This is an optimization exercise on Yosys and OpenROAD, whose aim is small area, a short achievable clock period and few clock cycles per item, not a production implementation.
At most, simulation tests tie the RTL to the original design; equivalence was not proved.
Only the layout flow was run in runs 1 to 3 and 7; the RTL was not checked for function there.
No activity file was given, so power comes from the tool's default toggle rates.

`flow/config.mk`:
```
export PLATFORM = sky130hd
export DESIGN_NAME = cptv_decoder
export DESIGN_NICKNAME = cptv_decoder
export VERILOG_FILES = /design/flow/design.v
export SDC_FILE = /design/flow/constraint.sdc
export NUM_CORES = 4
export LEC_CHECK = 0
export CAP_MARGIN = 20
export CORE_MARGIN = 2
export CORE_UTILIZATION = 40
export CTS_CLUSTER_DIAMETER = 80
export CTS_CLUSTER_SIZE = 40
export SETUP_SLACK_MARGIN = 4.4
export SLEW_MARGIN = 20
```
`flow/constraint.sdc`:
```
create_clock -name core_clock -period 7.0 [get_ports {clk}]
set_input_delay 1.4000 -clock core_clock [delete_from_list [all_inputs] [get_ports {clk}]]
set_output_delay 1.4000 -clock core_clock [all_outputs]
set_load 0.01 [all_outputs]
```
`flow/design.v`:
```
module cptv_decoder (
    input  wire        clk,
    input  wire        rst,           
    input  wire        cmd_valid,
    output wire        cmd_ready,
    input  wire [4:0]  cmd_width,     
    input  wire [15:0] cmd_count,     
    input  wire        cmd_hist,      
    output reg         cmd_err,       
    input  wire        in_valid,
    output wire        in_ready,
    input  wire [31:0] in_data,
    input  wire        h_valid,
    output wire        h_ready,
    input  wire [15:0] h_data,
    output reg         out_valid,
    input  wire        out_ready,
    output reg  [15:0] out_data,
    output reg         out_last
);
    reg        idle;          
    reg        chk;           
    reg        dec;           
    reg        hist;
    reg [3:0]  wm1;           
    reg [15:0] sl;            
    reg        last_q;        
    reg        last2_q;       
    reg [15:0] hq0, hq1, hq2, hq3;    
    reg [2:0]  hc;                    
    reg [3:0]  q;             
    reg [4:0]  e;             
    reg        pop_q;         
    reg [1:0]  k2;            
    reg [4:0]  eb;            
    reg        popb;
    reg [1:0]  k2b;
    reg        in_rdy;
    reg [15:0] rr;            
    reg        r_valid, r_last;
    reg [15:0] acc;           
    reg        a_valid, a_last;
    reg [15:0] hb;            
    reg        hbv;
    reg        h_rdy;
    reg        sk_valid;      
    reg [15:0] sk_data;
    reg        sk_last;
    assign cmd_ready = idle;
    assign in_ready  = in_rdy;
    assign h_ready   = h_rdy;
    wire cmd_ok   = (cmd_width != 5'd0) && (!cmd_width[4] || cmd_width[3:0] == 4'd0) &&
                    (cmd_count != 16'd0);
    wire cmd_fire = cmd_valid && idle;
    wire have = (hc != 3'd0) && (!e[4] || hc[2] || hc[1]);
    wire s2 = a_valid && (!hist || hbv) && !sk_valid;   
    wire s1 = r_valid && (!a_valid || s2);              
    wire s0 = dec && have && (!r_valid || s1);          
    wire [30:0] cat  = {hq0, hq1[15:1]};                
    wire [45:0] catx = {15'd0, cat} << e;
    wire [15:0] raw  = catx[45:30];                     
    wire        sign = hq0[~q];                         
    reg  [15:0] resid;
    integer j;
    always @(*)
        for (j = 0; j < 16; j = j + 1)
            resid[j] = (j <= wm1) ? raw[j] : sign;
    wire [15:0] sample = acc + hb;
    wire out_free = !out_valid || out_ready;
    wire       pop   = s0 && pop_q;
    wire       lastc = s0 && last_q;
    wire       sl_is3 = (sl == 16'd3);
    wire [4:0] ea   = chk ? {1'b0, wm1} : eb;
    wire       pa   = chk ? (wm1 == 4'd15) : popb;
    wire [5:0] u    = {1'b0, ea} + {2'b0, wm1} + 6'd1;             
    wire [4:0] e1   = pa ? u[4:0] - 5'd16 : u[4:0];
    wire [6:0] v    = {2'b0, ea} + {2'b0, wm1, 1'b0} + 7'd2;       
    wire [6:0] v1   = pa ? v - 7'd16 : v;                          
    wire [1:0] k21  = v1[5:4];
    wire       pop1 = (e1 >= 5'd15);
    wire       push = in_valid && in_rdy;
    wire [2:0] hcp  = hc - {2'b0, pop};                 
    wire       dec_n  = dec && !lastc;
    wire [4:0] e_n    = s0 ? eb : e;
    wire [1:0] k2_n   = s0 ? k2b : k2;
    wire       last_n = s0 ? last2_q : last_q;
    wire [1:0] reach  = last_n ? {1'b0, e_n[4]} : k2_n;    
    wire [2:0] hc_0   = lastc ? 3'd0 : hcp;               
    wire [2:0] hc_1   = lastc ? 3'd0 : hcp + 3'd2;        
    wire in_rdy_0 = dec_n && (hc_0 <= {1'b0, reach});
    wire in_rdy_1 = dec_n && (hc_1 <= {1'b0, reach});
    wire in_rdy_n = push ? in_rdy_1 : in_rdy_0;
    wire r_valid_n = s0 || (r_valid && !s1);
    wire a_valid_n = s1 || (a_valid && !s2);
    wire hbv_n     = (h_valid && h_rdy) || (hbv && !(s2 && hist));
    wire sk_valid_n = sk_valid ? !out_free : (s2 && !out_free);
    wire owed_a   = a_valid_n || r_valid_n || dec_n;     
    wire owed_b   = r_valid_n || dec_n;                   
    wire h_rdy_n  = hist &&
                    (hbv_n ? (a_valid_n && !sk_valid_n && owed_b) : owed_a);
    always @(posedge clk) begin
        if (rst) begin
            idle      <= 1'b1;
            chk       <= 1'b0;
            dec       <= 1'b0;
            hc        <= 3'd0;
            in_rdy    <= 1'b0;
            r_valid   <= 1'b0;
            a_valid   <= 1'b0;
            hbv       <= 1'b0;
            h_rdy     <= 1'b0;
            sk_valid  <= 1'b0;
            out_valid <= 1'b0;
            cmd_err   <= 1'b0;
        end else begin
            cmd_err   <= cmd_fire && !cmd_ok;
            chk       <= cmd_fire;
            hc        <= push ? hc_1 : hc_0;
            r_valid   <= r_valid_n;
            a_valid   <= a_valid_n;
            hbv       <= hbv_n;
            sk_valid  <= sk_valid_n;
            if (idle) begin
                idle   <= !cmd_valid;
                in_rdy <= 1'b0;
                h_rdy  <= 1'b0;
            end else if (chk) begin
                idle   <= cmd_err;
                dec    <= !cmd_err;
                in_rdy <= !cmd_err;
                h_rdy  <= !cmd_err && hist;
            end else begin
                idle   <= s2 && a_last;
                dec    <= dec_n;
                in_rdy <= in_rdy_n;
                h_rdy  <= h_rdy_n;
            end
            if (out_free)
                out_valid <= sk_valid || s2;
        end
    end
    always @(posedge clk) begin
        if (cmd_fire) begin
            hist   <= cmd_hist;
            wm1    <= cmd_width[3:0] - 4'd1;
            sl     <= cmd_count;
            last_q <= (cmd_count == 16'd1);
            last2_q <= (cmd_count == 16'd2);
        end else if (s0) begin
            sl     <= sl - 16'd1;
            last_q <= last2_q;
            last2_q <= sl_is3;
        end
        if (chk) begin
            q     <= 4'd0;
            e     <= {1'b0, wm1};
            pop_q <= (wm1 == 4'd15);
            k2    <= {1'b0, wm1[3]};                    
        end else if (s0) begin
            q     <= e[3:0] + 4'd1;
            e     <= eb;
            pop_q <= popb;
            k2    <= k2b;
        end
        if (chk || s0) begin
            eb    <= e1;
            popb  <= pop1;
            k2b   <= k21;
        end
        if (pop || hc == 3'd0)
            hq0 <= (hcp != 3'd0) ? hq1 : in_data[31:16];
        if (pop || hc <= 3'd1)
            hq1 <= (hcp >= 3'd2) ? hq2 : (hcp == 3'd1) ? in_data[31:16] : in_data[15:0];
        if (pop || hc <= 3'd2)
            hq2 <= (hcp >= 3'd3) ? hq3 : (hcp == 3'd2) ? in_data[31:16] : in_data[15:0];
        if (pop || hc <= 3'd3)
            hq3 <= in_data[15:0];
        if (s0) begin
            rr     <= resid;
            r_last <= last_q;
        end
        if (chk)
            acc <= 16'd0;
        else if (s1)
            acc <= acc + rr;
        if (s1)
            a_last <= r_last;
        if (!hbv || (s2 && hist))
            hb <= h_data & {16{hist}};
        if (out_free) begin
            if (sk_valid) begin
                out_data <= sk_data;
                out_last <= sk_last;
            end else begin
                out_data <= sample;
                out_last <= a_last;
            end
        end else if (!sk_valid) begin
            sk_data <= sample;
            sk_last <= a_last;
        end
    end
endmodule
```
`flow/run.sh`:
```
#!/bin/bash
# synth_recipe.tcl (not shown) runs the flow's synth.tcl, then flattens the netlist and writes it again
# the make line also repeats each setting of config.mk as NAME=value (left out here)
make -C /OpenROAD-flow-scripts/flow DESIGN_CONFIG=/design/flow/config.mk WORK_HOME=/design/flow/orfs CLKGATE_MAP_FILE= SYNTH_SCRIPT=/design/flow/synth_recipe.tcl finish
```
==> results of run 1 <==
cell families (layout without fill, tap and decap cells):
logic type | after synthesis | after routing
buffers and inverters | 99 | 212
AO/OA/AOI/OAI | 279 | 279
multiplexers | 103 | 103
XOR/XNOR | 44 | 45
flip-flops | 205 | 205
adder cells (fa/ha/maj) | 52 | 52
AND/OR/NAND/NOR | 330 | 334
Yosys cell counts (5+ instances only):
| library cell | n | area (sq um) |
|---|---|---|
| a211oi_1 | 11 | 82.6 |
| a21o_1 | 11 | 82.6 |
| a21oi_1 | 76 | 380 |
| a22oi_1 | 19 | 143 |
| a31oi_1 | 25 | 156 |
| and2_1 | 21 | 131 |
| buf_1 | 7 | 26.3 |
| buf_2 | 15 | 75.1 |
| clkbuf_1 | 32 | 120 |
| dfxtp_1 | 38 | 761 |
| edfxtp_1 | 167 | 5010 |
| ha_1 | 48 | 601 |
| inv_1 | 39 | 146 |
| mux2_2 | 35 | 394 |
| mux2i_1 | 37 | 370 |
| mux4_2 | 29 | 653 |
| nand2_1 | 89 | 334 |
| nand2b_1 | 13 | 81.3 |
| nand3_1 | 25 | 125 |
| nand3b_1 | 13 | 97.6 |
| nand4_1 | 5 | 31.3 |
| nor2_1 | 89 | 334 |
| nor2b_1 | 29 | 181 |
| nor3_1 | 19 | 95.1 |
| nor3b_1 | 5 | 37.5 |
| nor4_1 | 8 | 50.1 |
| o211ai_1 | 12 | 90.1 |
| o21a_1 | 9 | 67.6 |
| o21ai_0 | 72 | 360 |
| o221ai_1 | 5 | 43.8 |
| xnor2_1 | 32 | 280 |
| xor2_1 | 11 | 96.3 |
layer usage:
layer | up-vias | routed length [um]
met5 | - | 0
met4 | 0 | 423
met3 | 31 | 1470
met2 | 221 | 14300
met1 | 4309 | 13300
li1 | 4396 | -
power by group:
group | internal, W | switching (W) | total (W) | leakage [nW]
Sequential | 0.00140 | 0.0000517 | 0.00145 | 2.01
Combinational | 0.000215 | 0.000201 | 0.000417 | 3.19
Clock | 0.000424 | 0.000475 | 0.000898 | 0.238
Total | 0.00204 | 0.000728 | 0.00277 | 5.44
sequential cells by signal (all words and copies together) (netlist names), 16 cells and up:
signal and flops:
hq0 16, acc 16, rr 16, sl 16, hq3 16, hb 16, out_data 16, sk_data 16
hq2 16, hq1 16
per-stage QoR:
stage | util [%] | total power (W) | instance area (sq um)
2_1_floorplan | - | 0.00173 | 12200
3_3_place_gp | 45.3 | 0.00187 | 13400
3_5_place_dp | 45.3 | 0.00187 | 13400
6_report | 49.1 | 0.00277 | 14500
5_1_grt | 49.1 | 0.00289 | 14500
4_1_cts | 48.5 | 0.00279 | 14400
final timing paths:
kind                  endpoint  slack (ns)  cells after the start
min reg2reg   a_last$_DFFE_PP_        0.44                      0
min           a_last$_DFFE_PP_        0.44                      0
max reg2reg  in_rdy$_SDFF_PP0_        4.38                     16
max          in_rdy$_SDFF_PP0_        4.38                     16
timing repair:
| action | in CTS | in global routing |
|---|---|---|
| setup buffers | 27 | 6 |
| pin swaps | 12 | 16 |
| cloned | 6 | 2 |
| resized for setup | 65 | 31 |
| setup endpoints to repair | 148 | 74 |
cell usage in the layout, fill, tap and decap left out, types with 5 or more instances in the layout:
master             n
xnor2_1           32
nand4_1            5
dfxtp_1           32
nand2_1           86
mux2_2            34
a21o_1            11
nor4_1             6
nor3b_1            5
clkbuf_16         16
ha_1              42
o221ai_1           5
clkdlybuf4s15_1    9
nand3b_1          13
and2_1            19
mux2i_1           35
xor2_1            11
mux4_2            29
inv_1             36
o21ai_0           63
o21a_1             9
a211oi_1          11
dlygate4sd2_1     12
o211ai_1          12
nand3_1           25
edfxtp_1         167
nor2b_1           27
a21oi_1           74
nor2_1            88
a31oi_1           25
clkdlybuf4s50_1   75
o21ai_1            9
buf_4             40
a22oi_1           19
ha_4               5
nand2b_1          10
nor3_1            18
final cells by class:
| type | count | area (sq um) |
|---|---|---|
| fillers | 2707 | 15100 |
| clock inverters | 9 | 105 |
| inverters | 42 | 168 |
| repair buffers | 146 | 1450 |
| multi-input cells | 813 | 6170 |
| clock buffers | 15 | 375 |
| well taps | 390 | 488 |
| flip-flops and latches | 205 | 5790 |
critical path, cell delays in order (launching register included):
cell and delay, ns:
edfxtp_1 0.41, nand2b_1 0.13, a21boi_4 0.18, a21oi_4 0.08
buf_12 0.15, nand2_8 0.05, inv_4 0.03, ha_4 0.15
ha_4 0.28, nor2b_4 0.16, ha_4 0.21, nor2b_1 0.12
o21ai_1 0.11, o21ai_1 0.09, o21ai_2 0.13, a31oi_1 0.09
nor3_1 0.14
==> reports/qor.yml, run 1 <==
outcome:
  status: "timing/DRC/antenna clean"
drt:
  wire_per_inst_um: 18.3
  first_iter_violations: 641
  viasPerCell: 5.53
  firstDrtPassIters: 5
  route.detailed.drc: 0
  dr_total_vias: 8957
  ant_nets: 0
  drt_wl_total_um: 29600
synth:
  synth_compound_area_share_pct: 14.4
  synthMuxAreaShare_pct: 12.0
  synth_adder_area_share_pct: 5.57
  syn_area_sq_mm: 0.0120
  synthArstFlopShare_pct: 0
  ys_types: 74
  synth_top_family_by_area: "compound AO/OA/AOI/OAI gates"
  syn-instance-count: 1112
  yosysSeqAreaShare_pct: 48.0
  ys.warnings.count: 1
  synth_nets: 1239
  syn_avg_cell_area_sq_um: 10.8
  synth-seq-cells: 205
  synth_xor_area_share_pct: 3.27
  yosys_most_used_dff: "edfxtp_1"
  synth_edf_count: 167
  yosys.area_share.simple_pct: 13.3
critical_path:
  worstPathRequired_ns: 7.40
  cp_max_fo: 3
  cp-start-kind: "register"
  critPathLaunch: "hist$_DFFE_PP_"
  crit_path_end_kind: "register"
  path_class: "register to register"
  reg2reg_from: "hist$_DFFE_PP_"
  cp_data_arrival_time_ns: 3.02
grt:
  overflow: 0
  use_met3_pct: 2.19
  antenna_found_initial: 0
  grt_pass1_wl_um: 47300
  met1_usage_pct: 26.2
  grt_pass1_vias: 8820
  busiest_layer: "met2"
  grt.total_usage_pct: 18.8
  grt_start_max_net_pins: 41
  grtUsageMet2_pct: 31.8
die:
  start_util_pct: 40.6
  die_w_um: 177
  fp.dieArea_sq_mm: 0.0315
  die_h_um: 177
  core-area_sq_mm: 0.0296
  pin_count: 98
  rows: 63
layout:
  antenna_cells: 0
  layout-drive-gt1-share_pct: 15.4
  area_growth_pct: 20.9
  final_nets: 1349
  stdcell_count: 1620
sta:
  fin_ws_ns: 4.38
  fin_skew_ns: 0.0195
  finalSetupViolCount: 0
  hold_violations: 0
  tightest_slew_ns: 0.769
  slew_headroom_pct: 48.6
  rsz0062_at_grt: "true"
  fin_crit_sh_pct: 37.4
  final-max-slew-violation-count: 0
  finalCriticalPeriod_ns: 2.62
  fin_setup_tns_ns: 0
  whs_ns: 0.439
  timing.fmax_ghz: 0.382
min_path:
  worstHoldStart: "r_last$_DFFE_PN_"
  hold_path.class: "register to register"
pwr:
  p_leak_nw: 5.44
  cellPowerDensity_mw_per_mm2: 190
  peakVddDrop_mv: 0.128
clock_tree:
  cts.clk_slew.worst_paths_ns: 0.10
  clk_latency_ns: 0.50
  cts_tree: "yes"
  clkSinkCount: 205
  cts_hold_buf: 0
  cts_buffers: 14
  clock_path_buffers: 3
  root_buffer: "clkbuf_16"
  h-tree-depth: 1
placement:
  globalplace.congestion: 0.840
  portBuffers: 97
  dpl.hpwl_um: 19900
  dpl_worst_slack_ns: 2.61
  placed_cells: 1555
run:
  maxCapViolCount: 0
==> inputs of run 2 (changes only) <==
--- a/flow/design.v
+++ b/flow/design.v
@@ -81,15 +81,16 @@
     wire       push = in_valid && in_rdy;
     wire [2:0] hcp  = hc - {2'b0, pop};                 
     wire       dec_n  = dec && !lastc;
-    wire [4:0] e_n    = s0 ? eb : e;
-    wire [1:0] k2_n   = s0 ? k2b : k2;
-    wire       last_n = s0 ? last2_q : last_q;
-    wire [1:0] reach  = last_n ? {1'b0, e_n[4]} : k2_n;    
     wire [2:0] hc_0   = lastc ? 3'd0 : hcp;               
     wire [2:0] hc_1   = lastc ? 3'd0 : hcp + 3'd2;        
-    wire in_rdy_0 = dec_n && (hc_0 <= {1'b0, reach});
-    wire in_rdy_1 = dec_n && (hc_1 <= {1'b0, reach});
-    wire in_rdy_n = push ? in_rdy_1 : in_rdy_0;
+    wire [1:0] reach_s = last2_q ? {1'b0, eb[4]} : k2b;    
+    wire [1:0] reach_h = last_q  ? {1'b0, e[4]}  : k2;     
+    wire [2:0] hc_s    = hc - {2'b0, pop_q};
+    wire in_rdy_s0 = dec && !last_q && (hc_s <= {1'b0, reach_s});
+    wire in_rdy_s1 = dec && !last_q && (hc_s + 3'd2 <= {1'b0, reach_s});
+    wire in_rdy_h0 = dec && (hc <= {1'b0, reach_h});
+    wire in_rdy_h1 = dec && (hc + 3'd2 <= {1'b0, reach_h});
+    wire in_rdy_n = s0 ? (push ? in_rdy_s1 : in_rdy_s0) : (push ? in_rdy_h1 : in_rdy_h0);
     wire r_valid_n = s0 || (r_valid && !s1);
     wire a_valid_n = s1 || (a_valid && !s2);
     wire hbv_n     = (h_valid && h_rdy) || (hbv && !(s2 && hist));
@@ -140,7 +141,7 @@
         end
     end
     always @(posedge clk) begin
-        if (cmd_fire) begin
+        if (idle) begin
             hist   <= cmd_hist;
             wm1    <= cmd_width[3:0] - 4'd1;
             sl     <= cmd_count;
@@ -168,11 +169,13 @@
             k2b   <= k21;
         end
         if (pop || hc == 3'd0)
-            hq0 <= (hcp != 3'd0) ? hq1 : in_data[31:16];
+            hq0 <= (hc >= 3'd2) ? hq1 : in_data[31:16];
         if (pop || hc <= 3'd1)
-            hq1 <= (hcp >= 3'd2) ? hq2 : (hcp == 3'd1) ? in_data[31:16] : in_data[15:0];
+            hq1 <= (hc >= 3'd3) ? hq2 :
+                   (hc == 3'd2 || (hc == 3'd1 && !pop)) ? in_data[31:16] : in_data[15:0];
         if (pop || hc <= 3'd2)
-            hq2 <= (hcp >= 3'd3) ? hq3 : (hcp == 3'd2) ? in_data[31:16] : in_data[15:0];
+            hq2 <= (hc >= 3'd4) ? hq3 :
+                   (hc == 3'd3 || (hc == 3'd2 && !pop)) ? in_data[31:16] : in_data[15:0];
         if (pop || hc <= 3'd3)
             hq3 <= in_data[15:0];
         if (s0) begin
==> reports/qor.yml, run 2 <==
placement:
  dpl.hpwl_um: 20800  # was 19,900 um
  globalplace.congestion: 0.872  # was 0.840
  portBuffers: 97  # unchanged
sta:
  timing.fmax_ghz: 0.391  # was 0.382 GHz
  fin_skew_ns: 0.0358  # was 0.0195 ns
  finalSetupViolCount: 0  # unchanged
  fin_setup_tns_ns: 0  # unchanged
  fin_crit_sh_pct: 36.5  # was 37.4%
  rsz0062_at_grt: "true"  # unchanged
  tightest_slew_ns: 0.828  # was 0.769 ns
  finalCriticalPeriod_ns: 2.56  # was 2.62 ns
  hold_violations: 0  # unchanged
  final-max-slew-violation-count: 0  # unchanged
  slew_headroom_pct: 44.8  # was 48.6%
synth:
  synthArstFlopShare_pct: 0  # unchanged
  ys.warnings.count: 1  # unchanged
  yosys_most_used_dff: "edfxtp_1"  # unchanged
  synth_top_area_share_pct: 41.4  # was 41.7%
  syn_area_sq_mm: 0.0123  # was 0.0120 sq mm
  synth-seq-cells: 205  # unchanged
  ys_types: 75  # was 74
  syn_avg_cell_area_sq_um: 10.8  # about the same
  yosysMostFrequentCell: "edfxtp_1"  # unchanged
  synth_area_leader_cell: "edfxtp_1"  # unchanged
  synth_nets: 1274  # was 1,239
  synth_area_leaders: "edfxtp_1 41%, dfxtp_1 5.9%, ha_1 5.8%, mux2i_1 3.8%, nand2_1 3.8%"  # was edfxtp_1 42%, dfxtp_1 6.3%, mux4_2 5.4%, ha_1 5.0%, mux2_2 3.3%
  syn-instance-count: 1138  # was 1,112
  synth_edf_count: 169  # was 167
  yosysSeqAreaShare_pct: 47.2  # was 48.0%
  synth.top_cells.by_count: "169 x edfxtp_1, 125 x nand2_1, 82 x o21ai_0"  # was 167 x edfxtp_1, 89 x nand2_1, 89 x nor2_1
layout:
  area_growth_pct: 17.5  # was 20.9%
  antenna_cells: 0  # unchanged
  most-common-layout-cells: "169 x edfxtp_1, 124 x nand2_1, 76 x o21ai_0"  # was 167 x edfxtp_1, 88 x nor2_1, 86 x nand2_1
  final_common_cell: "edfxtp_1"  # unchanged
  final_nets: 1359  # was 1,349
  layout.core_utilization_pct: 47.4  # was 49.1%
  layout-drive-gt1-share_pct: 12.4  # was 15.4%
  nFillCells: 2829  # was 2,707
drt:
  firstDrtPassIters: 6  # was 5
  first_iter_violations: 620  # was 641
  route.detailed.drc: 0  # unchanged
  wire_per_inst_um: 17.8  # was 18.3 um
  dr_total_vias: 9018  # was 8,957
  ant_nets: 0  # unchanged
  viasPerCell: 5.54  # was 5.53
  drt_wl_total_um: 29000  # was 29,600 um
min_path:
  whs_path_depth: 0  # unchanged
  hold_path.class: "register to register"  # unchanged
  hold_end: "a_last$_DFFE_PP_"  # unchanged
  worstHoldStart: "r_last$_DFFE_PN_"  # unchanged
grt:
  overflow: 0  # unchanged
  grt.total_usage_pct: 17.9  # was 18.8%
  grt_start_max_net_pins: 45  # was 41
  grt_pass1_vias: 8698  # was 8,820
  grt_pass1_wl_um: 46000  # was 47,300 um
  antenna_found_initial: 0  # unchanged
critical_path:
  path_class: "register to primary output"  # was register to register
  crit_path_end_kind: "primary output"  # was register
  cp_data_arrival_time_ns: 1.16  # was 3.02 ns
  cp-start-kind: "register"  # unchanged
  r2r-end: "in_rdy$_SDFF_PP0_"  # unchanged
  r2r_slack_ns: 4.51  # was 4.38 ns
  cp_max_fo: 1  # was 3
  cpLargestDelayFamily: "flip-flops"  # was compound AO/OA/AOI/OAI gates
  crit_path_max_incr_delay_ns: 0.37  # was 0.41 ns
  worst-path-buf-inv: 1  # was 2
  ff2ff_path_depth: 11  # was 16
  slowest_stage: "edfxtp_1"  # unchanged
  worstPathRequired_ns: 5.60  # was 7.40 ns
  path_cells: "dlygate4sd2_1"  # was nand2b_1 -> a21boi_4 -> a21oi_4 -> buf_12 -> nand2_8 -> inv_4 -> ha_4 -> ha_4 -> nor2b_4 -> ha_4 -> nor2b_1 -> o21ai_1 -> o21ai_1 -> o21ai_2 -> a31oi_1 -> nor3_1
  reg2reg_from: "hc[0]$_SDFF_PP0_"  # was hist$_DFFE_PP_
die:
  rows: 64  # was 63
  fp.dieArea_sq_mm: 0.0321  # was 0.0315 sq mm
  start_util_pct: 40.3  # was 40.6%
  core-area_sq_mm: 0.0304  # was 0.0296 sq mm
  pin_count: 98  # unchanged
  die_h_um: 179  # was 177 um
  die_w_um: 179  # was 177 um
clock_tree:
  clkSinkCount: 205  # unchanged
  cts_buffers: 14  # unchanged
  h-tree-depth: 1  # unchanged
  clk_latency_ns: 0.50  # about the same
  cts_tree: "yes"  # unchanged
  cts.clk_slew.worst_paths_ns: 0.10  # about the same
  cts_hold_buf: 0  # unchanged
  root_buffer: "clkbuf_16"  # unchanged
  clock_path_buffers: 3  # unchanged
outcome:
  status: "timing/DRC/antenna clean"  # unchanged
pwr:
  cellPowerDensity_mw_per_mm2: 201  # was 190 mW/mm^2
  p_leak_nw: 5.55  # was 5.44 nW
  peakVddDrop_mv: 0.143  # was 0.128 mV
run:
  maxCapViolCount: 0  # unchanged
[run 2: cell count changes in the layout (fill, tap and decap cells not counted), moves of 13 or more]
cell     previous run  this run
a22oi_1            19         6
nor2_1             88        58
a21oi_1            74        56
buf_4              40        21
nand2_1            86       124
o21ai_0            63        76
ha_1               42        57
a221o_1             0        20
[run 2: how the worst max path moves through the flow]
stage	startpoint	endpoint	cells past startpoint
6_report	out_data[11]$_DFFE_PN_	out_data[11]	1
5_1_grt	hc[0]$_SDFF_PP0_	in_rdy$_SDFF_PP0_	11
4_1_cts	idle$_SDFF_PP1_	cmd_ready	2
3_5_place_dp	out_ready	h_rdy$_SDFF_PP0_	7
3_3_place_gp	out_ready	h_rdy$_SDFF_PP0_	7
2_1_floorplan	chk$_SDFF_PP0_	k2b[1]$_DFFE_PP_	12
[run 2: timing repair]
item,CTS,global route
resized for setup,44,27
pin swaps,1,3
setup endpoints to repair,97,72
gates cloned,1,1
setup buffers,7,8
[run 2: kinds of logic after synthesis]
| kind of cell | after synthesis | synth area share, % |
|---|---|---|
| simple gates | 326 | 12.8 |
| compound gates | 294 | 15.8 |
| flops | 205 | 47.2 |
| mux | 107 | 11.2 |
| buf+inv | 95 | 3.03 |
| fa+ha+maj | 61 | 6.39 |
| xor+xnor | 50 | 3.57 |
[run 2: cell type report]
| class | instances | area [sq um] | share of cell area [%] |
|---|---|---|---|
| Timing Repair Buffer | 125 | 1240 | 8.62 |
| Sequential cell | 205 | 5810 | 40.3 |
| Clock inverter | 9 | 153 | 1.06 |
| Multi-Input combinational cell | 838 | 6190 | 42.9 |
| Tap cell | 396 | 495 | 3.44 |
| Inverter | 39 | 150 | 1.04 |
| Clock buffer | 15 | 375 | 2.60 |
[run 2: metal layers]
layer	global-route usage (%)	share of wire, %
met1	24.1	46
met2	30.9	49
met3	1.99	3.5
met4	4.13	1.8
met5	0	0
[run 2: power breakdown]
group | internal [W] | switching (W)
combinational | 0.000245 | 0.000248
sequential | 0.00141 | 0.0000520
clock | 0.000461 | 0.000483
[run 2: per-stage QoR]
stage          total power [W]  hold slack, ns  instance area [sq um]  setup slack [ns]  std cells
3_3_place_gp           0.00195           0.453                  13600              3.67       1586
5_1_grt                0.00302           0.509                  14400              4.30       1627
6_report               0.00290           0.491                  14400              4.44       1627
3_5_place_dp           0.00196           0.454                  13600              3.61       1586
2_1_floorplan          0.00179           0.400                  12300              4.21       1138
4_1_cts                0.00291           0.494                  14300              4.24       1618
==> inputs of run 3 (changes only) <==
--- a/flow/config.mk
+++ b/flow/config.mk
@@ -10,5 +10,5 @@
 export CORE_UTILIZATION = 40
 export CTS_CLUSTER_DIAMETER = 80
 export CTS_CLUSTER_SIZE = 40
-export SETUP_SLACK_MARGIN = 4.4
+export SETUP_SLACK_MARGIN = 4.55
 export SLEW_MARGIN = 20
==> reports/qor.yml, run 3 <==
clock_tree:
  clk_latency_ns: 0.52  # was 0.50 ns
  cts_hold_buf: 0  # unchanged
  clock_path_buffers: 3  # unchanged
  cts.clk_slew.worst_paths_ns: 0.11  # was 0.10 ns
  clkSinkCount: 205  # unchanged
  cts_tree: "yes"  # unchanged
  cts_buffers: 15  # was 14
  h-tree-depth: 1  # unchanged
  root_buffer: "clkbuf_16"  # unchanged
sta:
  finalSetupViolCount: 0  # unchanged
  timing.fmax_ghz: 0.399  # was 0.391 GHz
  tightest_slew_ns: 0.826  # was 0.828 ns
  fin_skew_ns: 0.0428  # was 0.0358 ns
  slew_headroom_pct: 44.9  # was 44.8%
  fin_setup_tns_ns: 0  # unchanged
  rsz0062_at_grt: "true"  # unchanged
  fin_ws_ns: 4.49  # was 4.44 ns
  hold_violations: 0  # unchanged
  fin_crit_sh_pct: 35.8  # was 36.5%
  finalCriticalPeriod_ns: 2.51  # was 2.56 ns
  final-max-slew-violation-count: 0  # unchanged
synth:
  yosys_most_used_dff: "edfxtp_1"  # unchanged
  synth_top_area_share_pct: 41.4  # unchanged
  synth-seq-cells: 205  # unchanged
  ys_types: 75  # unchanged
  synth_area_leaders: "edfxtp_1 41%, dfxtp_1 5.9%, ha_1 5.8%, mux2i_1 3.8%, nand2_1 3.8%"  # unchanged
  synth_edf_count: 169  # unchanged
  syn_area_sq_mm: 0.0123  # unchanged
  yosysSeqAreaShare_pct: 47.2  # unchanged
  synth_nets: 1274  # unchanged
  synth_area_leader_cell: "edfxtp_1"  # unchanged
  syn_avg_cell_area_sq_um: 10.8  # unchanged
  synth.top_cells.by_count: "169 x edfxtp_1, 125 x nand2_1, 82 x o21ai_0"  # unchanged
  syn-instance-count: 1138  # unchanged
  ys.warnings.count: 1  # unchanged
  synthArstFlopShare_pct: 0  # unchanged
  yosysMostFrequentCell: "edfxtp_1"  # unchanged
grt:
  grt_pass1_wl_um: 46800  # was 46,000 um
  grt.total_usage_pct: 18.4  # was 17.9%
  grt_start_max_net_pins: 45  # unchanged
  overflow: 0  # unchanged
  grt_pass1_vias: 8764  # was 8,698
  antenna_found_initial: 0  # unchanged
critical_path:
  r2r_slack_ns: 4.52  # was 4.51 ns
  ff2ff_path_depth: 5  # was 11
  path_class: "register to primary output"  # unchanged
  crit_path_end_kind: "primary output"  # unchanged
  cp_max_fo: 4  # was 1
  r2r-end: "last2_q$_DFFE_PP_"  # was in_rdy$_SDFF_PP0_
  cp-start-kind: "register"  # unchanged
  worstPathRequired_ns: 5.60  # about the same
  critPathLaunch: "idle$_SDFF_PP1_"  # was out_data[11]$_DFFE_PN_
  cp_data_arrival_time_ns: 1.11  # was 1.16 ns
  reg2reg_from: "sl[6]$_DFFE_PP_"  # was hc[0]$_SDFF_PP0_
  endpoint: "cmd_ready"  # was out_data[11]
layout:
  layout.core_utilization_pct: 48.7  # was 47.4%
  stdcell_count: 1655  # was 1,627
  antenna_cells: 0  # unchanged
  final_nets: 1386  # was 1,359
  nFillCells: 2768  # was 2,829
  regArea_sq_mm: 0.00582  # was 0.00581 sq mm
  final_common_cell: "edfxtp_1"  # unchanged
  area_growth_pct: 20.7  # was 17.5%
  layout-drive-gt1-share_pct: 18.0  # was 12.4%
  multi_input_area_sq_mm: 0.00638  # was 0.00619 sq mm
  most-common-layout-cells: "169 x edfxtp_1, 123 x nand2_1, 74 x clkdlybuf4s50_1"  # was 169 x edfxtp_1, 124 x nand2_1, 76 x o21ai_0
die:
  die_h_um: 179  # unchanged
  start_util_pct: 40.3  # unchanged
  pin_count: 98  # unchanged
  fp.dieArea_sq_mm: 0.0321  # unchanged
  core-area_sq_mm: 0.0304  # unchanged
  rows: 64  # unchanged
  die_w_um: 179  # unchanged
pwr:
  cellPowerDensity_mw_per_mm2: 201  # about the same
  swShare_pct: 28.4  # was 27.0%
  p_int_w: 0.00213  # was 0.00212 W
  p_leak_nw: 5.73  # was 5.55 nW
  p_clk_share_pct: 32.5  # was 32.6%
  design_power_total_w: 0.00297  # was 0.00290 W
  power_frac_seq_pct: 49.1  # was 50.4%
  p_switching_w: 0.000845  # was 0.000783 W
  peakVddDrop_mv: 0.144  # was 0.143 mV
  power_frac_comb_pct: 18.3  # was 17.0%
drt:
  firstDrtPassIters: 5  # was 6
  ant_nets: 0  # unchanged
  wire_per_inst_um: 18.2  # was 17.8 um
  route.detailed.drc: 0  # unchanged
  first_iter_violations: 649  # was 620
  viasPerCell: 5.57  # was 5.54
  dr_total_vias: 9225  # was 9,018
  drt_wl_total_um: 30200  # was 29,000 um
min_path:
  hold_path.class: "register to register"  # unchanged
run:
  maxCapViolCount: 0  # unchanged
placement:
  dpl_worst_slack_ns: 3.64  # was 3.61 ns
  portBuffers: 97  # unchanged
  globalplace.congestion: 0.863  # was 0.872
  dpl.hpwl_um: 20800  # about the same
  placed_cells: 1587  # was 1,586
outcome:
  status: "timing/DRC/antenna clean"  # unchanged
-- run 3: cell counts after synthesis --
Identical to the previous run, type by type.
-- run 3: how the worst min path moves through the flow --
stage,startpoint,end,slack (ns),cells after the start
after floorplan,r_last$_DFFE_PN_,a_last$_DFFE_PP_,0.40,0
after global placement,r_last$_DFFE_PN_,a_last$_DFFE_PP_,0.44,0
after detailed placement,r_last$_DFFE_PN_,a_last$_DFFE_PP_,0.46,0
after CTS,r_last$_DFFE_PN_,a_last$_DFFE_PP_,0.48,0
after global routing,r_last$_DFFE_PN_,a_last$_DFFE_PP_,0.50,0
final,r_last$_DFFE_PN_,a_last$_DFFE_PP_,0.49,0
-- run 3: cells by family (layout without fill, tap and decap cells) --
family | after synthesis | in the layout | share of synthesized area [%]
muxes | 107 | 107 | 11.2
adders and majority gates | 61 | 61 | 6.39
AOI/OAI and AO/OA | 294 | 294 | 15.8
DFF | 205 | 205 | 47.2
xor gates and xnor gates | 50 | 50 | 3.57
and+or+nand+nor | 326 | 326 | 12.8
buffers and inverters | 95 | 216 | 3.03
-- run 3: final cells by class --
class / instances / share of cell area (%)
clock buffers: 16 / 2.56
clock inverters: 10 / 1.11
flip-flops and latches: 205 / 39.3
inverters: 39 / 1.04
repair buffers: 151 / 9.55
multi-input cells: 838 / 43.1
well taps: 396 / 3.35
-- run 3: metrics by stage --
stage | instance area (sq um) | hold slack [ns]
5_1_grt | 14800 | 0.499
2_1_floorplan | 12400 | 0.400
6_report | 14800 | 0.492
3_3_place_gp | 13700 | 0.444
4_1_cts | 14500 | 0.485
3_5_place_dp | 13700 | 0.457
-- run 3: power groups by stage --
| stage | logic (W) | clock network [W] | registers (W) |
|---|---|---|---|
| floorplan | 0.000337 | 0 | 0.00147 |
| global placement | 0.000465 | 0 | 0.00150 |
| detailed placement | 0.000473 | 0 | 0.00150 |
| CTS | 0.000513 | 0.000997 | 0.00146 |
| global route | 0.000596 | 0.00103 | 0.00147 |
| finish | 0.000545 | 0.000968 | 0.00146 |
-- run 3: worst max-delay path, stage by stage, from the launching register on --
cell and delay (ns):
dfxtp_4 0.37, buf_12 0.12, buf_6 0.11
-- run 3: what timing repair did --
action	CTS	global route
buffers inserted	22	17
endpoints found under the setup margin	149	88
pin swaps	2	12
resized for setup	126	43
cloned	3	0
-- run 3: per-layer routing --
| layer | vias to the layer above | track usage [%] | wire length (um) |
|---|---|---|---|
| met2 | 237 | 31.2 | 14700 |
| li1 | 4507 | - | - |
| met4 | 0 | 5.04 | 673 |
| met1 | 4432 | 24.8 | 13600 |
| met3 | 49 | 2.29 | 1240 |
| met5 | - | 0 | 0 |
==> inputs of run 4 (changes only) <==
--- a/flow/design.v
+++ b/flow/design.v
@@ -141,7 +141,7 @@
         end
     end
     always @(posedge clk) begin
-        if (idle) begin
+        if (cmd_fire) begin
             hist   <= cmd_hist;
             wm1    <= cmd_width[3:0] - 4'd1;
             sl     <= cmd_count;
--- a/flow/config.mk
+++ b/flow/config.mk
@@ -10,5 +10,5 @@
 export CORE_UTILIZATION = 40
 export CTS_CLUSTER_DIAMETER = 80
 export CTS_CLUSTER_SIZE = 40
-export SETUP_SLACK_MARGIN = 4.55
+export SETUP_SLACK_MARGIN = 4.4
 export SLEW_MARGIN = 20
==> reports/qor.yml, run 4 <==
placement:
  portBuffers: 97  # unchanged
  dpl.hpwl_um: 19500  # was 20,800 um
  globalplace.congestion: 0.822  # was 0.863
  place_area_sq_mm: 0.0136  # was 0.0137 sq mm
grt:
  grt.total_usage_pct: 16.7  # was 18.4%
  overflow: 0  # unchanged
  grt_start_max_net_pins: 46  # was 45
  grt_pass1_wl_um: 43400  # was 46,800 um
  grt_pass1_vias: 8327  # was 8,764
  antenna_found_initial: 0  # unchanged
layout:
  most-common-layout-cells: "169 x edfxtp_1, 109 x nor2_1, 104 x a21oi_1"  # was 169 x edfxtp_1, 123 x nand2_1, 74 x clkdlybuf4s50_1
  antenna_cells: 0  # unchanged
  layout-drive-gt1-share_pct: 12.0  # was 18.0%
  area_growth_pct: 15.8  # was 20.7%
  final_common_cell: "edfxtp_1"  # unchanged
  final_nets: 1335  # was 1,386
  finalInstanceArea_sq_mm: 0.0142  # was 0.0148 sq mm
die:
  pin_count: 98  # unchanged
  core-area_sq_mm: 0.0304  # unchanged
  fp.dieArea_sq_mm: 0.0322  # was 0.0321 sq mm
  die_w_um: 179  # about the same
  start_util_pct: 40.4  # was 40.3%
  rows: 64  # unchanged
  die_h_um: 179  # about the same
pwr:
  p_int_w: 0.00198  # was 0.00213 W
  peakVddDrop_mv: 0.150  # was 0.144 mV
  design_power_total_w: 0.00268  # was 0.00297 W
  power_frac_comb_pct: 15.5  # was 18.3%
  cellPowerDensity_mw_per_mm2: 188  # was 201 mW/mm^2
  p_leak_nw: 5.43  # was 5.73 nW
  swShare_pct: 26.2  # was 28.4%
  p_clk_share_pct: 30.7  # was 32.5%
  p_switching_w: 0.000702  # was 0.000845 W
  power_frac_seq_pct: 53.8  # was 49.1%
critical_path:
  crit_path_end_kind: "primary output"  # unchanged
  worst-path-buf-inv: 1  # was 2
  path_class: "register to primary output"  # unchanged
  worstPathRequired_ns: 5.60  # about the same
  ff2ff_path_depth: 7  # was 5
  path_cells: "dlygate4sd2_1"  # was buf_12 -> buf_6
  reg2reg_from: "hb[1]$_DFFE_PN_"  # was sl[6]$_DFFE_PP_
  cp_data_arrival_time_ns: 1.15  # was 1.11 ns
  slowest_stage: "edfxtp_1"  # was dfxtp_4
  r2r-end: "out_data[15]$_DFFE_PN_"  # was last2_q$_DFFE_PP_
  cp_max_fo: 1  # was 4
  cp-start-kind: "register"  # unchanged
  cpLargestDelayFamily: "flip-flops"  # unchanged
  crit_path_max_incr_delay_ns: 0.38  # was 0.37 ns
  r2r_slack_ns: 4.51  # was 4.52 ns
sta:
  timing.fmax_ghz: 0.392  # was 0.399 GHz
  fin_skew_ns: 0.0340  # was 0.0428 ns
  fin_setup_tns_ns: 0  # unchanged
  tightest_slew_ns: 0.770  # was 0.826 ns
  fin_crit_sh_pct: 36.4  # was 35.8%
  rsz0062_at_grt: "true"  # unchanged
  slew_headroom_pct: 48.7  # was 44.9%
  whs_ns: 0.490  # was 0.492 ns
  final-max-slew-violation-count: 0  # unchanged
  hold_violations: 0  # unchanged
  finalSetupViolCount: 0  # unchanged
  finalCriticalPeriod_ns: 2.55  # was 2.51 ns
clock_tree:
  root_buffer: "clkbuf_16"  # unchanged
  cts_tree: "yes"  # unchanged
  clock_path_buffers: 3  # unchanged
  cts_buffers: 12  # was 15
  cts.clk_slew.worst_paths_ns: 0.12  # was 0.11 ns
  cts_hold_buf: 0  # unchanged
  clkSinkCount: 205  # unchanged
  h-tree-depth: 1  # unchanged
  clk_latency_ns: 0.49  # was 0.52 ns
drt:
  drt_wl_total_um: 26900  # was 30,200 um
  dr_total_vias: 8647  # was 9,225
  ant_nets: 0  # unchanged
  wire_per_inst_um: 16.8  # was 18.2 um
  route.detailed.drc: 0  # unchanged
  firstDrtPassIters: 5  # unchanged
  viasPerCell: 5.40  # was 5.57
  first_iter_violations: 519  # was 649
synth:
  syn_avg_cell_area_sq_um: 11.0  # was 10.8 sq um
  ys.warnings.count: 1  # unchanged
  synth_top_area_share_pct: 41.3  # was 41.4%
  synthArstFlopShare_pct: 0  # unchanged
  synth.top_cells.by_count: "169 x edfxtp_1, 111 x nor2_1, 106 x a21oi_1"  # was 169 x edfxtp_1, 125 x nand2_1, 82 x o21ai_0
  synth_nets: 1257  # was 1,274
  synth_edf_count: 169  # unchanged
  syn-instance-count: 1121  # was 1,138
  yosys_most_used_dff: "edfxtp_1"  # unchanged
  ys_types: 74  # was 75
  yosysMostFrequentCell: "edfxtp_1"  # unchanged
  synth-seq-cells: 205  # unchanged
  syn_area_sq_mm: 0.0123  # about the same
  synth_area_leader_cell: "edfxtp_1"  # unchanged
  yosysSeqAreaShare_pct: 47.1  # was 47.2%
  synth_area_leaders: "edfxtp_1 41%, mux4_2 6.0%, dfxtp_1 5.9%, ha_1 5.8%, mux2i_1 5.1%"  # was edfxtp_1 41%, dfxtp_1 5.9%, ha_1 5.8%, mux2i_1 3.8%, nand2_1 3.8%
min_path:
  whs_path_depth: 0  # unchanged
  worstHoldStart: "r_last$_DFFE_PN_"  # unchanged
  hold_end: "a_last$_DFFE_PP_"  # unchanged
  hold_path.class: "register to register"  # unchanged
outcome:
  status: "timing/DRC/antenna clean"  # unchanged
run:
  maxCapViolCount: 0  # unchanged
## run 4: cell types whose count changed after synthesis, sizes merged, moves of 16 or more
| cell | delta |
|---|---|
| buf | +19 |
| o21ai | -25 |
| a21oi | +49 |
| mux2i | +16 |
| nand2 | -28 |
| clkbuf | -19 |
| a221o | -18 |
| nor2b | -17 |
| nor2 | +50 |
## run 4: layout make-up
type / count / area [sq um]
Clock inverter: 7 / 109
Inverter: 39 / 150
Multi-Input combinational cell: 821 / 6140
Timing Repair Buffer: 120 / 1210
Tap cell: 396 / 495
Fill cell: 2787 / 16200
Clock buffer: 13 / 325
Sequential cell: 205 / 5810
## run 4: per-layer routing
| layer | track usage [%] | wire [um] | up-vias |
|---|---|---|---|
| li1 | - | - | 4338 |
| met5 | 0 | 0 | - |
| met3 | 1.98 | 1040 | 38 |
| met1 | 23.2 | 12500 | 4099 |
| met2 | 27.9 | 12700 | 172 |
| met4 | 4.47 | 624 | 0 |
## run 4: kinds of logic after synthesis
logic type,Yosys count,share of synthesized area [%]
AO/OA/AOI/OAI,272,13.8
flip-flops,205,47.1
XOR/XNOR,42,2.99
adder cells (fa/ha/maj),61,6.37
AND/OR/NAND/NOR,316,11.9
buffers and inverters,95,3.54
multiplexers,130,14.3
## run 4: worst max path at each step
stage	startpoint	end	slack, ns	cells after the start
global placement	out_ready	sk_data[15]$_DFFE_PP_	3.81	3
floorplan	chk$_SDFF_PP0_	k2b[1]$_DFFE_PP_	4.27	12
global route	hist$_DFFE_PP_	hc[1]$_SDFF_PP0_	4.36	10
finish	out_data[11]$_DFFE_PN_	out_data[11]	4.45	1
detailed placement	hist$_DFFE_PP_	hq1[9]$_DFFE_PP_	3.77	6
CTS	sk_valid$_SDFF_PP0_	hc[1]$_SDFF_PP0_	4.38	10
## run 4: per-stage QoR
stage,cells,worst slack [ns],utilization [%]
detailed placement,1570,3.77,44.6
global placement,1570,3.81,44.6
global route,1601,4.36,46.8
floorplan,1121,4.27,-
finish,1601,4.45,46.8
CTS,1596,4.38,46.3
## run 4: power by group through the flow
stage          Combinational, W  Sequential [W]  Clock (W)
2_1_floorplan          0.000277         0.00145          0
3_3_place_gp           0.000396         0.00147          0
3_5_place_dp           0.000401         0.00147          0
4_1_cts                0.000407         0.00144   0.000848
5_1_grt                0.000463         0.00145   0.000888
6_report               0.000416         0.00144   0.000823
## run 4: timing repair
item / 4_1_cts / 5_1_grt
gates cloned: 0 / 2
gates resized for setup: 39 / 25
pin swaps: 2 / 2
buffers inserted: 6 / 3
endpoints found under the setup margin: 173 / 82
Testbench counts of run 4, summed over its fixed seeds: cycles 246,500, samples 246,004.
==> inputs of run 5 (changes only) <==
--- a/flow/config.mk
+++ b/flow/config.mk
@@ -9,6 +9,6 @@
 export CORE_MARGIN = 2
 export CORE_UTILIZATION = 40
 export CTS_CLUSTER_DIAMETER = 80
-export CTS_CLUSTER_SIZE = 40
+export CTS_CLUSTER_SIZE = 30
 export SETUP_SLACK_MARGIN = 4.4
 export SLEW_MARGIN = 20
==> reports/qor.yml, run 5 <==
grt:
  grt_start_max_net_pins: 46  # unchanged
  overflow: 0  # unchanged
  grt_pass1_vias: 8407  # was 8,327
  antenna_found_initial: 0  # unchanged
  grt.total_usage_pct: 16.8  # was 16.7%
  grt_pass1_wl_um: 43500  # was 43,400 um
drt:
  firstDrtPassIters: 5  # unchanged
  ant_nets: 0  # unchanged
  dr_total_vias: 8628  # was 8,647
  viasPerCell: 5.37  # was 5.40
  wire_per_inst_um: 17.0  # was 16.8 um
  drt_wl_total_um: 27300  # was 26,900 um
  first_iter_violations: 437  # was 519
  route.detailed.drc: 0  # unchanged
clock_tree:
  clkSinkCount: 205  # unchanged
  root_buffer: "clkbuf_16"  # unchanged
  clk_latency_ns: 0.49  # about the same
  cts_hold_buf: 0  # unchanged
  clock_path_buffers: 3  # unchanged
  cts_buffers: 12  # unchanged
  cts.clk_slew.worst_paths_ns: 0.11  # was 0.12 ns
  h-tree-depth: 1  # unchanged
  cts_tree: "yes"  # unchanged
placement:
  portBuffers: 97  # unchanged
  globalplace.congestion: 0.822  # unchanged
  dpl.hpwl_um: 19500  # unchanged
layout:
  final_common_cell: "edfxtp_1"  # unchanged
  layout-drive-gt1-share_pct: 12.3  # was 12.0%
  layout.core_utilization_pct: 47.0  # was 46.8%
  antenna_cells: 0  # unchanged
  most-common-layout-cells: "169 x edfxtp_1, 109 x nor2_1, 104 x a21oi_1"  # unchanged
  area_growth_pct: 16.2  # was 15.8%
  final_nets: 1341  # was 1,335
die:
  die_h_um: 179  # unchanged
  rows: 64  # unchanged
  fp.dieArea_sq_mm: 0.0322  # unchanged
  start_util_pct: 40.4  # unchanged
  core-area_sq_mm: 0.0304  # unchanged
  die_w_um: 179  # unchanged
  pin_count: 98  # unchanged
sta:
  slew_headroom_pct: 53.0  # was 48.7%
  finalCriticalPeriod_ns: 2.54  # was 2.55 ns
  rsz0062_at_grt: "true"  # unchanged
  final-max-slew-violation-count: 0  # unchanged
  timing.fmax_ghz: 0.393  # was 0.392 GHz
  hold_violations: 0  # unchanged
  fin_setup_tns_ns: 0  # unchanged
  finalSetupViolCount: 0  # unchanged
  fin_crit_sh_pct: 36.3  # was 36.4%
  whs_ns: 0.484  # was 0.490 ns
  tightest_slew_ns: 0.703  # was 0.770 ns
  fin_skew_ns: 0.0313  # was 0.0340 ns
synth:
  synth_top_area_share_pct: 41.3  # unchanged
  synth-seq-cells: 205  # unchanged
  syn-instance-count: 1121  # unchanged
  yosysSeqAreaShare_pct: 47.1  # unchanged
  syn_area_sq_mm: 0.0123  # unchanged
  synth_area_leaders: "edfxtp_1 41%, mux4_2 6.0%, dfxtp_1 5.9%, ha_1 5.8%, mux2i_1 5.1%"  # unchanged
  yosysMostFrequentCell: "edfxtp_1"  # unchanged
  synthArstFlopShare_pct: 0  # unchanged
  synth_edf_count: 169  # unchanged
  ys_types: 74  # unchanged
  yosys_most_used_dff: "edfxtp_1"  # unchanged
  synth_area_leader_cell: "edfxtp_1"  # unchanged
  synth.top_cells.by_count: "169 x edfxtp_1, 111 x nor2_1, 106 x a21oi_1"  # unchanged
  ys.warnings.count: 1  # unchanged
  synth_nets: 1257  # unchanged
  syn_avg_cell_area_sq_um: 11.0  # unchanged
run:
  maxCapViolCount: 0  # unchanged
min_path:
  hold_path.class: "register to register"  # unchanged
critical_path:
  cp_max_fo: 1  # unchanged
  cpLargestDelayFamily: "flip-flops"  # unchanged
  path_class: "register to primary output"  # unchanged
  crit_path_max_incr_delay_ns: 0.38  # about the same
  path_cells: "dlygate4sd2_1"  # unchanged
  crit_path_end_kind: "primary output"  # unchanged
  cp-start-kind: "register"  # unchanged
  r2r_slack_ns: 4.50  # was 4.51 ns
  worstPathRequired_ns: 5.60  # about the same
  worst-path-buf-inv: 1  # unchanged
  cp_data_arrival_time_ns: 1.14  # was 1.15 ns
  slowest_stage: "edfxtp_1"  # unchanged
outcome:
  status: "timing/DRC/antenna clean"  # unchanged
pwr:
  cellPowerDensity_mw_per_mm2: 186  # was 188 mW/mm^2
  p_leak_nw: 5.47  # was 5.43 nW
  peakVddDrop_mv: 0.146  # was 0.150 mV
-- run 5: cell types whose count changed in the layout (fill, tap and decap cells not counted), moves of 2 or more --
cell	change
buf_4	+4
clkdlybuf4s15_1	-4
dlygate4sd2_1	+4
clkbuf_1	+2
inv_12	-2
-- run 5: final cells by class --
cell class	instances	area [sq um]
timing repair buffer	126	1280
tap	396	495
clock buffer	15	333
multi-input combinational	821	6150
clock inverter	5	72.6
inverter	39	150
fill	2791	16100
sequential	205	5810
-- run 5: power breakdown --
part / leakage (nW) / switching, W / internal (W)
Combinational: 3.26 / 0.000208 / 0.000212
Clock: 0.197 / 0.000435 / 0.000365
Sequential: 2.02 / 0.0000444 / 0.00139
Total: 5.47 / 0.000688 / 0.00197
-- run 5: final timing paths --
path                               from                     end  cells past startpoint
hold reg to reg        r_last$_DFFE_PN_        a_last$_DFFE_PP_                      0
setup reg to reg        hb[1]$_DFFE_PN_  out_data[15]$_DFFE_PN_                      7
hold / removal         r_last$_DFFE_PN_        a_last$_DFFE_PP_                      0
setup / recovery  out_data[6]$_DFFE_PN_             out_data[6]                      1
-- run 5: layer usage --
metal	global-route usage [%]	share of wire (%)	vias up
met1	23.2	47	4100
met2	27.9	47	148
met5	0	0	-
met4	4.60	2.4	0
li1	-	-	4345
met3	1.96	3.2	35
-- run 5: cells by family after synthesis --
logic type               Yosys count  synth area share, %
flip-flops                       205                 47.1
multiplexers                     130                 14.3
buffers and inverters             95                 3.54
AO/OA/AOI/OAI                    272                 13.8
XOR/XNOR                          42                 2.99
adder cells (fa/ha/maj)           61                 6.37
AND/OR/NAND/NOR                  316                 11.9
-- run 5: timing repair --
item	4_1_cts	5_1_grt
resized for setup	37	26
buffers inserted	8	6
pin swaps	2	2
setup endpoints to repair	173	63
gates cloned	0	3
-- run 5: through the flow --
stage | setup WS, ns | total power, W | cells | instance area (sq um)
global placement | 3.81 | 0.00187 | 1570 | 13600
global route | 4.37 | 0.00277 | 1607 | 14300
floorplan | 4.27 | 0.00173 | 1121 | 12300
CTS | 4.36 | 0.00267 | 1598 | 14100
detailed placement | 3.77 | 0.00187 | 1570 | 13600
finish | 4.46 | 0.00266 | 1607 | 14300
==> inputs of run 6 (changes only) <==
--- a/flow/config.mk
+++ b/flow/config.mk
@@ -9,6 +9,6 @@
 export CORE_MARGIN = 2
 export CORE_UTILIZATION = 40
 export CTS_CLUSTER_DIAMETER = 80
-export CTS_CLUSTER_SIZE = 30
-export SETUP_SLACK_MARGIN = 4.4
+export CTS_CLUSTER_SIZE = 40
+export SETUP_SLACK_MARGIN = 4.47
 export SLEW_MARGIN = 20
==> reports/qor.yml, run 6 <==
die:
  start_util_pct: 40.4  # unchanged
  die_h_um: 179  # unchanged
  fp.dieArea_sq_mm: 0.0322  # unchanged
  rows: 64  # unchanged
  die_w_um: 179  # unchanged
  pin_count: 98  # unchanged
  core-area_sq_mm: 0.0304  # unchanged
placement:
  dpl_worst_slack_ns: 3.77  # unchanged
  portBuffers: 97  # unchanged
  dpl.hpwl_um: 19500  # unchanged
  place_area_sq_mm: 0.0136  # unchanged
  globalplace.congestion: 0.822  # unchanged
sta:
  finalSetupViolCount: 0  # unchanged
  rsz0062_at_grt: "true"  # unchanged
  final-max-slew-violation-count: 0  # unchanged
  slew_headroom_pct: 53.0  # about the same
  fin_ws_ns: 4.51  # was 4.46 ns
  fin_skew_ns: 0.0347  # was 0.0313 ns
  timing.fmax_ghz: 0.402  # was 0.393 GHz
  tightest_slew_ns: 0.685  # was 0.703 ns
  fin_crit_sh_pct: 35.6  # was 36.3%
  fin_setup_tns_ns: 0  # unchanged
  hold_violations: 0  # unchanged
  finalCriticalPeriod_ns: 2.49  # was 2.54 ns
synth:
  synth-seq-cells: 205  # unchanged
  synth_xor_area_share_pct: 2.99  # unchanged
  yosysMostFrequentCell: "edfxtp_1"  # unchanged
  yosys.area_share.simple_pct: 11.9  # unchanged
  syn_avg_cell_area_sq_um: 11.0  # unchanged
  synth_nets: 1257  # unchanged
  syn-instance-count: 1121  # unchanged
  yosysSeqAreaShare_pct: 47.1  # unchanged
  synth_compound_area_share_pct: 13.8  # unchanged
  synth_top_area_share_pct: 41.3  # unchanged
  synth_area_leaders: "edfxtp_1 41%, mux4_2 6.0%, dfxtp_1 5.9%, ha_1 5.8%, mux2i_1 5.1%"  # unchanged
  yosys_most_used_dff: "edfxtp_1"  # unchanged
  synth_adder_area_share_pct: 6.37  # unchanged
  synth_edf_count: 169  # unchanged
  ys_types: 74  # unchanged
  synth.top_cells.by_count: "169 x edfxtp_1, 111 x nor2_1, 106 x a21oi_1"  # unchanged
  ys.warnings.count: 1  # unchanged
  synth_area_leader_cell: "edfxtp_1"  # unchanged
  synthArstFlopShare_pct: 0  # unchanged
  synth_top_family_by_area: "multiplexers"  # unchanged
  synthMuxAreaShare_pct: 14.3  # unchanged
  syn_area_sq_mm: 0.0123  # unchanged
layout:
  antenna_cells: 0  # unchanged
  multi_input_area_sq_mm: 0.00622  # was 0.00615 sq mm
  final_common_cell: "edfxtp_1"  # unchanged
  regArea_sq_mm: 0.00581  # about the same
  final_nets: 1351  # was 1,341
  most-common-layout-cells: "169 x edfxtp_1, 109 x nor2_1, 103 x a21oi_1"  # was 169 x edfxtp_1, 109 x nor2_1, 104 x a21oi_1
  finalInstanceArea_sq_mm: 0.0144  # was 0.0143 sq mm
  area_growth_pct: 17.4  # was 16.2%
  nFillCells: 2779  # was 2,791
  layout-drive-gt1-share_pct: 16.1  # was 12.3%
drt:
  dr_total_vias: 8695  # was 8,628
  first_iter_violations: 472  # was 437
  wire_per_inst_um: 17.0  # about the same
  viasPerCell: 5.38  # was 5.37
  drt_wl_total_um: 27400  # was 27,300 um
  firstDrtPassIters: 5  # unchanged
  route.detailed.drc: 0  # unchanged
  ant_nets: 0  # unchanged
critical_path:
  cpLargestDelayFamily: "flip-flops"  # unchanged
  worstPathRequired_ns: 5.60  # about the same
  crit_path_end_kind: "primary output"  # unchanged
  path_cells: "clkdlybuf4s15_2"  # was dlygate4sd2_1
  crit_path_max_incr_delay_ns: 0.37  # was 0.38 ns
  cp-start-kind: "register"  # unchanged
  path_class: "register to primary output"  # unchanged
  worst-path-buf-inv: 1  # unchanged
  slowest_stage: "dfxtp_2"  # was edfxtp_1
  cp_data_arrival_time_ns: 1.09  # was 1.14 ns
  cp_max_fo: 2  # was 1
grt:
  grt_pass1_vias: 8411  # was 8,407
  overflow: 0  # unchanged
  grt_pass1_wl_um: 44000  # was 43,500 um
  grt.total_usage_pct: 17.0  # was 16.8%
  antenna_found_initial: 0  # unchanged
  grt_start_max_net_pins: 39  # was 46
pwr:
  cellPowerDensity_mw_per_mm2: 186  # about the same
  p_leak_nw: 5.50  # was 5.47 nW
  design_power_total_w: 0.00269  # was 0.00266 W
  peakVddDrop_mv: 0.150  # was 0.146 mV
clock_tree:
  root_buffer: "clkbuf_16"  # unchanged
  cts.clk_slew.worst_paths_ns: 0.12  # was 0.11 ns
  clock_path_buffers: 3  # unchanged
  cts_buffers: 12  # unchanged
  h-tree-depth: 1  # unchanged
  cts_tree: "yes"  # unchanged
  cts_hold_buf: 0  # unchanged
  clk_latency_ns: 0.49  # about the same
  clkSinkCount: 205  # unchanged
outcome:
  status: "timing/DRC/antenna clean"  # unchanged
min_path:
  hold_path.class: "register to register"  # unchanged
run:
  maxCapViolCount: 0  # unchanged
-- run 6: cell counts after synthesis --
No cell type changed its count.
-- run 6: report_power, final --
group,switching (W),internal (W),leakage (nW)
clock,0.000449,0.000372,0.209
sequential,0.0000438,0.00139,2.02
combinational,0.000213,0.000218,3.27
-- run 6: stage by stage --
| step | cells | hold WS (ns) | utilization [%] |
|---|---|---|---|
| floorplan | 1121 | 0.400 | - |
| detailed placement | 1570 | 0.456 | 44.6 |
| finish | 1617 | 0.484 | 47.4 |
| global route | 1617 | 0.491 | 47.4 |
| global placement | 1570 | 0.449 | 44.6 |
| CTS | 1601 | 0.486 | 46.7 |
-- run 6: worst paths after layout --
path                                             start                endpoint  slack (ns)  depth (start not counted)
worst min register to register        r_last$_DFFE_PN_        a_last$_DFFE_PP_        0.48                          0
worst max-delay path            out_valid$_SDFFE_PP0N_               out_valid        4.51                          1
worst max register to register         hb[1]$_DFFE_PN_  out_data[15]$_DFFE_PN_        4.54                          7
worst min-delay path                  r_last$_DFFE_PN_        a_last$_DFFE_PP_        0.48                          0
-- run 6: metal layers --
| metal | vias up | global-route usage, % | wire length [um] |
|---|---|---|---|
| li1 | 4373 | - | - |
| met1 | 4129 | 23.4 | 12800 |
| met2 | 158 | 28.4 | 13000 |
| met3 | 35 | 2.09 | 978 |
| met4 | 0 | 4.67 | 576 |
| met5 | - | 0 | 0 |
-- run 6: logic make-up (layout without fill, tap and decap cells) --
logic type | Yosys count | after routing
AO/OA/AOI/OAI | 272 | 272
buffers and inverters | 95 | 194
multiplexers | 130 | 130
AND/OR/NAND/NOR | 316 | 317
adder cells (fa/ha/maj) | 61 | 61
XOR/XNOR | 42 | 42
flip-flops | 205 | 205
-- run 6: layout make-up --
cell class              instances  area share, %
multi-input cells             822           43.1
well taps                     396           3.43
inverters                      39           1.08
clock buffers                  13           2.25
flip-flops and latches        205           40.3
clock inverters                 7          0.754
repair buffers                135           9.13
-- run 6: timing repair --
action                                  CTS  global route
pin swaps                                 3             3
gates cloned                              1             4
endpoints found under the setup margin  178            92
buffers inserted                         10            12
resized for setup                        75            55
-- run 6: worst register-to-register path, cell delays in order, from the launching register on --
cell      delay (ns)
edfxtp_1        0.45
ha_4            0.24
a211o_1         0.33
nor4bb_2        0.20
o31ai_2         0.37
a211oi_2        0.14
or3_4           0.39
a31oi_4         0.21
==> inputs of run 7 (changes only) <==
--- a/flow/design.v
+++ b/flow/design.v
@@ -30,10 +30,8 @@
     reg [2:0]  hc;                    
     reg [3:0]  q;             
     reg [4:0]  e;             
-    reg        pop_q;         
     reg [1:0]  k2;            
     reg [4:0]  eb;            
-    reg        popb;
     reg [1:0]  k2b;
     reg        in_rdy;
     reg [15:0] rr;            
@@ -67,17 +65,17 @@
             resid[j] = (j <= wm1) ? raw[j] : sign;
     wire [15:0] sample = acc + hb;
     wire out_free = !out_valid || out_ready;
+    wire       pop_q = (e >= 5'd15);                   
     wire       pop   = s0 && pop_q;
     wire       lastc = s0 && last_q;
     wire       sl_is3 = (sl == 16'd3);
     wire [4:0] ea   = chk ? {1'b0, wm1} : eb;
-    wire       pa   = chk ? (wm1 == 4'd15) : popb;
+    wire       pa   = (ea >= 5'd15);
     wire [5:0] u    = {1'b0, ea} + {2'b0, wm1} + 6'd1;             
     wire [4:0] e1   = pa ? u[4:0] - 5'd16 : u[4:0];
     wire [6:0] v    = {2'b0, ea} + {2'b0, wm1, 1'b0} + 7'd2;       
     wire [6:0] v1   = pa ? v - 7'd16 : v;                          
     wire [1:0] k21  = v1[5:4];
-    wire       pop1 = (e1 >= 5'd15);
     wire       push = in_valid && in_rdy;
     wire [2:0] hcp  = hc - {2'b0, pop};                 
     wire       dec_n  = dec && !lastc;
@@ -155,17 +153,14 @@
         if (chk) begin
             q     <= 4'd0;
             e     <= {1'b0, wm1};
-            pop_q <= (wm1 == 4'd15);
             k2    <= {1'b0, wm1[3]};                    
         end else if (s0) begin
             q     <= e[3:0] + 4'd1;
             e     <= eb;
-            pop_q <= popb;
             k2    <= k2b;
         end
         if (chk || s0) begin
             eb    <= e1;
-            popb  <= pop1;
             k2b   <= k21;
         end
         if (pop || hc == 3'd0)
==> reports/qor.yml, run 7 <==
sta:
  timing.fmax_ghz: 0.395  # was 0.402 GHz
  tightest_slew_ns: 0.679  # was 0.685 ns
  slew_headroom_pct: 54.6  # was 53.0%
  fin_skew_ns: 0.0549  # was 0.0347 ns
  fin_crit_sh_pct: 36.2  # was 35.6%
  finalCriticalPeriod_ns: 2.53  # was 2.49 ns
  rsz0062_at_grt: "true"  # unchanged
  final-max-slew-violation-count: 0  # unchanged
  finalSetupViolCount: 0  # unchanged
  hold_violations: 0  # unchanged
  whs_ns: 0.437  # was 0.484 ns
drt:
  ant_nets: 0  # unchanged
  viasPerCell: 5.39  # was 5.38
  first_iter_violations: 625  # was 472
  route.detailed.drc: 0  # unchanged
layout:
  layout-drive-gt1-share_pct: 19.1  # was 16.1%
  finalInstanceArea_sq_mm: 0.0148  # was 0.0144 sq mm
  most-common-layout-cells: "167 x edfxtp_1, 107 x nand2_1, 88 x nor2_1"  # was 169 x edfxtp_1, 109 x nor2_1, 103 x a21oi_1
  antenna_cells: 0  # unchanged
  final_nets: 1363  # was 1,351
  nFillCells: 2620  # was 2,779
grt:
  overflow: 0  # unchanged
  grtUsageMet2_pct: 30.1  # was 28.4%
synth:
  synth_top_area_share_pct: 41.5  # was 41.3%
  synthArstFlopShare_pct: 0  # unchanged
  yosysMostFrequentCell: "edfxtp_1"  # unchanged
  synth_nets: 1244  # was 1,257
  ys.warnings.count: 1  # unchanged
  synth_area_leader_cell: "edfxtp_1"  # unchanged
  yosys_most_used_dff: "edfxtp_1"  # unchanged
  ys_types: 69  # was 74
  syn_avg_cell_area_sq_um: 10.9  # was 11.0 sq um
  yosysSeqAreaShare_pct: 47.5  # was 47.1%
  synth.top_cells.by_count: "167 x edfxtp_1, 109 x nand2_1, 89 x a21oi_1, 89 x nor2_1, 83 x mux2i_1"  # was 169 x edfxtp_1, 111 x nor2_1, 106 x a21oi_1
pwr:
  peakVddDrop_mv: 0.161  # was 0.150 mV
  p_leak_nw: 5.54  # was 5.50 nW
outcome:
  status: "timing/DRC/antenna clean"  # unchanged
clock_tree:
  h-tree-depth: 1  # unchanged
  cts.clk_slew.worst_paths_ns: 0.12  # about the same
  clock_path_buffers: 3  # unchanged
min_path:
  worstHoldStart: "r_last$_DFFE_PP_"  # was r_last$_DFFE_PN_
  hold_path.class: "register to register"  # unchanged
critical_path:
  ff2ff_path_depth: 14  # was 7
  r2r-end: "in_rdy$_SDFF_PP0_"  # was out_data[15]$_DFFE_PN_
placement:
  portBuffers: 97  # unchanged
  globalplace.congestion: 0.807  # was 0.822
die:
  start_util_pct: 40.7  # was 40.4%
  pin_count: 98  # unchanged
  rows: 63  # was 64
[run 7: how the worst max path moves through the flow]
stage / slack, ns / start / cells after the start / endpoint
after detailed placement: 3.32 / out_ready / 8 / h_rdy$_SDFF_PP0_
after floorplan: 4.19 / out_ready / 7 / h_rdy$_SDFF_PP0_
final: 4.47 / e[1]$_DFFE_PP_ / 14 / in_rdy$_SDFF_PP0_
after global routing: 4.36 / acc[0]$_SDFFE_PP0P_ / 11 / out_data[10]$_DFFE_PN_
after global placement: 3.40 / out_ready / 8 / h_rdy$_SDFF_PP0_
after CTS: 4.43 / hb[0]$_DFFE_PN_ / 11 / out_data[14]$_DFFE_PN_
[run 7: routing by layer]
layer  wire, um  part of all wire, %
met5          0                    0
met2      13700                   48
met1      13000                   46
met3        990                  3.5
met4        636                  2.2
[run 7: cell families (layout without fill, tap and decap cells)]
| family | count (synthesis) | after routing | share of synthesized area, % |
|---|---|---|---|
| buffers and inverters | 88 | 214 | 2.97 |
| adder cells (fa/ha/maj) | 61 | 61 | 6.48 |
| XOR/XNOR | 46 | 46 | 3.33 |
| AO/OA/AOI/OAI | 250 | 250 | 13.0 |
| flip-flops | 203 | 203 | 47.5 |
| multiplexers | 141 | 141 | 14.5 |
| AND/OR/NAND/NOR | 319 | 320 | 12.2 |
[run 7: per-stage QoR]
step	total power, W	setup slack [ns]	cells
finish	0.00288	4.47	1625
CTS	0.00290	4.43	1608
detailed placement	0.00186	3.32	1552
global route	0.00300	4.36	1625
global placement	0.00186	3.40	1552
floorplan	0.00172	4.19	1108
[run 7: where the power goes]
group	switching [W]	total, W	internal (W)	leakage, nW
Clock	0.000517	0.000994	0.000478	0.265
Sequential	0.0000470	0.00143	0.00138	2.00
Combinational	0.000224	0.000452	0.000229	3.27
[run 7: worst max-delay path, stage by stage, from the launching register on]
cell,delay [ns]
edfxtp_1,0.45
buf_12,0.16
ha_4,0.16
a21oi_4,0.13
o21ai_4,0.09
ha_4,0.17
ha_4,0.28
inv_4,0.04
ha_4,0.26
nor2b_4,0.13
o21ai_2,0.05
a32oi_1,0.20
o21ai_1,0.08
a31oi_1,0.17
nor2b_1,0.06
[run 7: area by class of cell]
cell class,count,area (sq um),share of cell area (%)
clock buffer,15,375,2.54
clock inverter,9,188,1.27
inverter,33,145,0.981
multi-input combinational,818,6310,42.7
sequential,203,5750,38.9
tap,390,488,3.30
timing repair buffer,156,1530,10.3
timing repair inverter,1,7.51,0.0507
[run 7: what timing repair did]
item | CTS | global route
cloned | 5 | 1
endpoints found under the hold margin | 0 | 0
setup buffers | 27 | 16
hold buffers | 0 | 0
pin swaps | 20 | 24
setup endpoints to repair | 162 | 108
gates resized for setup | 112 | 51

Check on run 7: ideal ports give 4.469 ns setup slack; a clkbuf_16 on the clock port and buf_2 on the inputs give 4.459 ns; moving port delays by the midpoint clock arrival (0.539 ns) as well gives 4.093 ns.
